This is an optimization exercise on Yosys and OpenROAD, whose aim is small area and few clock cycles, not a production implementation. In this exercise RTL edits were held to simulation tests only and were not proved equivalent to the original.

job 3050:
==> flow/design.v (excerpt) <==
module fe (
    input  wire        clk,
    input  wire        rst,           
    input  wire        op_valid,
    output wire        op_ready,
    input  wire [31:0] op_word,
    input  wire [7:0]  op_tlen,       
    input  wire        txt_valid,
    output wire        txt_ready,
    input  wire [7:0]  txt_data,
    output reg         res_valid,
    output reg  [3:0]  res_status,
    output reg  [15:0] res_data,
    output wire [15:0] flags,
    output wire [7:0]  cursor,
    output wire [7:0]  fend,
    input  wire [7:0]  rx_count,      
    input  wire [7:0]  rx_data,       
    output wire        rx_pop,
    input  wire        rx_tmo,        
    output wire        tx_valid,
    output wire [7:0]  tx_data,
    output wire        tx_log
);
    localparam [3:0] ST_OK        = 4'd0,
                     ST_OVERFLOW  = 4'd1,
                     ST_TIMEOUT   = 4'd3,
                     ST_MISMATCH  = 4'd4,
                     ST_LENEXC    = 4'd5,
                     ST_UNDERRUN  = 4'd6,
                     ST_INCOMPL   = 4'd7,
                     ST_ILLEGAL   = 4'd8,
                     ST_UNUSABLE  = 4'd9;
    localparam [1:0] M_IDLE = 2'd0, M_TX = 2'd1, M_RX = 2'd2;
    localparam [7:0] HDR_A = 8'h5A, HDR_B = 8'hA5;
    localparam [3:0] S_IDLE   = 4'd0,
                     S_TEXT   = 4'd1,
                     S_SEND   = 4'd2,
                     S_HUNT_A = 4'd3,
                     S_HUNT_B = 4'd4,
                     S_LEN    = 4'd5,
                     S_BWAIT  = 4'd6,
                     S_BODY   = 4'd7,
                     S_CHECK  = 4'd8;
    localparam [1:0] CHK_NONE = 2'd0, CHK_REG = 2'd1, CHK_RAM = 2'd2;
    reg [7:0]  ebank [0:127];   
    reg [7:0]  obank [0:126];   
    reg [7:0]  pos;
    reg [7:0]  fend_r;
    reg [1:0]  mode;
    reg        err;
    reg [3:0]  ecode;
    reg        req_valid;
    reg        req_kind;       
    reg [15:0] req_addr;
    reg [7:0]  req_cnt;
    reg [3:0]  state;
    reg [7:0]  idx;
    reg [7:0]  sa;
    reg [7:0]  sb;
    reg [1:0]  sm;
    wire [7:0] tleft    = idx;
    wire [7:0] tkeep    = sa;
  ...
Size: ~5,600 cells after synthesis, ~2,100 flip-flops, roughly 0.084 mm² of cells after synthesis.
clock: 10.0 ns
lec_check: 0
cap_margin: 20
cell_pad_in_sites_detail_placement: 1
cell_pad_in_sites_global_placement: 1
core_margin: 2
core_utilization: 60
cts_buf_list: sky130_fd_sc_hd__clkbuf_16 sky130_fd_sc_hd__clkbuf_8
cts_cluster_diameter: 100
cts_cluster_size: 26
place_density: 0.68
slew_margin: 20
synth_hierarchical: 1
synth_minimum_keep_size: 0
run.sh (not shown) runs the stock make flow with config.mk's settings and CLKGATE_MAP_FILE= SYNTH_SCRIPT=/design/flow/synth_recipe.tcl, a recipe that flattens the netlist after the stock synthesis.
Job 3050 completed every stage of the flow, and the final layout passed the timing, DRC and antenna checks.
Testbench counts of job 3050, summed over its fixed seeds: cycles 87,303.
Modified inputs, job 1680 compared to job 3050
# job 3050
export LEC_CHECK = 0
export CAP_MARGIN = 20
export CELL_PAD_IN_SITES_DETAIL_PLACEMENT = 1
export CELL_PAD_IN_SITES_GLOBAL_PLACEMENT = 1
export CORE_MARGIN = 2
export CORE_UTILIZATION = 60
export CTS_BUF_LIST = sky130_fd_sc_hd__clkbuf_16 sky130_fd_sc_hd__clkbuf_8
export CTS_CLUSTER_DIAMETER = 100
export CTS_CLUSTER_SIZE = 26
export PLACE_DENSITY = 0.68
export SLEW_MARGIN = 20
export SYNTH_HIERARCHICAL = 1
export SYNTH_MINIMUM_KEEP_SIZE = 0
create_clock -name core_clock -period 10.0 [get_ports {clk}]
# job 1680
export LEC_CHECK = 0
export CAP_MARGIN = 20
export CELL_PAD_IN_SITES_DETAIL_PLACEMENT = 2
export CELL_PAD_IN_SITES_GLOBAL_PLACEMENT = 2
export CORE_MARGIN = 2
export CORE_UTILIZATION = 50
export CTS_BUF_LIST = sky130_fd_sc_hd__clkbuf_8 sky130_fd_sc_hd__clkbuf_4
export CTS_CLUSTER_DIAMETER = 100
export CTS_CLUSTER_SIZE = 30
export PLACE_DENSITY = 0.6
export SLEW_MARGIN = 20
export SYNTH_HIERARCHICAL = 1
export SYNTH_MINIMUM_KEEP_SIZE = 0
create_clock -name core_clock -period 10.0 [get_ports {clk}]
[summary]
For job 1680, the flow was terminated by a tool error in detailed placement (3_5_place_dp) and produced no final design.
From job 1680 to job 3050, adder and majority gate portion of the synthesized area did not move at all.
What job 1680 reported for chip height has to be multiplied by 0.914 to get the figure for job 3050.
When job 1680 is set beside job 3050, its x dimension of the die turns out to be about 9% larger.
Re mapped cell area: no difference whatsoever between job 3050 and job 1680.
In the tables for job 1680 and job 3050, initial core utilization reads higher with job 3050.
Lower number of placement rows was reported by job 3050, not job 1680.
Job 1680 ends up with lower placer's final routability congestion estimate than job 3050 does.
Placed wire-length estimate in job 1680 is 80,000 µm higher than in job 3050
--- input diff job 1680..job 8207 ---
# job 1680
export LEC_CHECK = 0
export CAP_MARGIN = 20
export CELL_PAD_IN_SITES_DETAIL_PLACEMENT = 2
export CELL_PAD_IN_SITES_GLOBAL_PLACEMENT = 2
export CORE_MARGIN = 2
export CORE_UTILIZATION = 50
export CTS_BUF_LIST = sky130_fd_sc_hd__clkbuf_8 sky130_fd_sc_hd__clkbuf_4
export CTS_CLUSTER_DIAMETER = 100
export CTS_CLUSTER_SIZE = 30
export PLACE_DENSITY = 0.6
export SLEW_MARGIN = 20
export SYNTH_HIERARCHICAL = 1
export SYNTH_MINIMUM_KEEP_SIZE = 0
create_clock -name core_clock -period 10.0 [get_ports {clk}]
# job 8207
export LEC_CHECK = 0
export CAP_MARGIN = 20
export CELL_PAD_IN_SITES_DETAIL_PLACEMENT = 1
export CELL_PAD_IN_SITES_GLOBAL_PLACEMENT = 1
export CORE_MARGIN = 2
export CORE_UTILIZATION = 60
export CTS_BUF_LIST = sky130_fd_sc_hd__clkbuf_16 sky130_fd_sc_hd__clkbuf_8
export CTS_CLUSTER_DIAMETER = 60
export CTS_CLUSTER_SIZE = 18
export PLACE_DENSITY = 0.68
export SLEW_MARGIN = 20
export SYNTH_HIERARCHICAL = 1
export SYNTH_MINIMUM_KEEP_SIZE = 0
create_clock -name core_clock -period 10.0 [get_ports {clk}]
==> comparison <==
Job 8207 and job 1680 ended up with nearly the same simple-gate portion of the synthesized area. Reported for job 8207 and job 1680, area share of fa/ha/maj cells after synthesis turned out identical to the last digit. From job 8207 to job 1680, post-synthesis compound-gate area fraction did not move at all. [compare] base=job 1680 new=job 8207: combined area of all synthesized cells was more or less identical, y dimension of the die now smaller, final weighted congestion in routability-driven placement rose 4.3%. Job 8207 | status: complete | timing, DRC, antenna: pass. Starting density of the core, job 8207 and job 1680: larger value in job 8207. | gate count of the mapped netlist | job 1680 vs job 8207 | ≈ equal |. Going from job 1680 to job 8207, the total number of placement rows was found to have gone down by 14. The chip width in job 8207 sits 8.6% below the value recorded for job 1680.

==> static timing again, ports no longer ideal <==
No port has a modelled driver above. Below, the same layouts with a new extraction and two added sets of constraints.
Step 1 (the two cells are an assumption about what drives the block):
set clk [get_ports {clk}]
set_driving_cell -lib_cell sky130_fd_sc_hd__clkbuf_16 $clk
set_driving_cell -lib_cell sky130_fd_sc_hd__buf_2 [delete_from_list [all_inputs] $clk]
Step 2, shift: input delay + t, output delay - t, t = (earliest + latest rising clock arrival at the registers) / 2. This alone moves slack from input paths to output paths.
Three values: no drivers, after step 1, after step 2; two values: the first two.
run | t (ns) | slack for setup (ns) | worst hold slack (ns) | worst setup path at the end | worst slew at a driven data input, ns
job 3050 | 0.847 | 0.718 / 0.635 / 1.098 | 0.472 / 0.472 / 0.472 | input to register | 0.05
job 8207 | 0.878 | 0.602 / 0.519 / 1.033 | 0.471 / 0.471 / 0.471 | input to register | 0.05
After both steps every run listed still meets setup and hold.
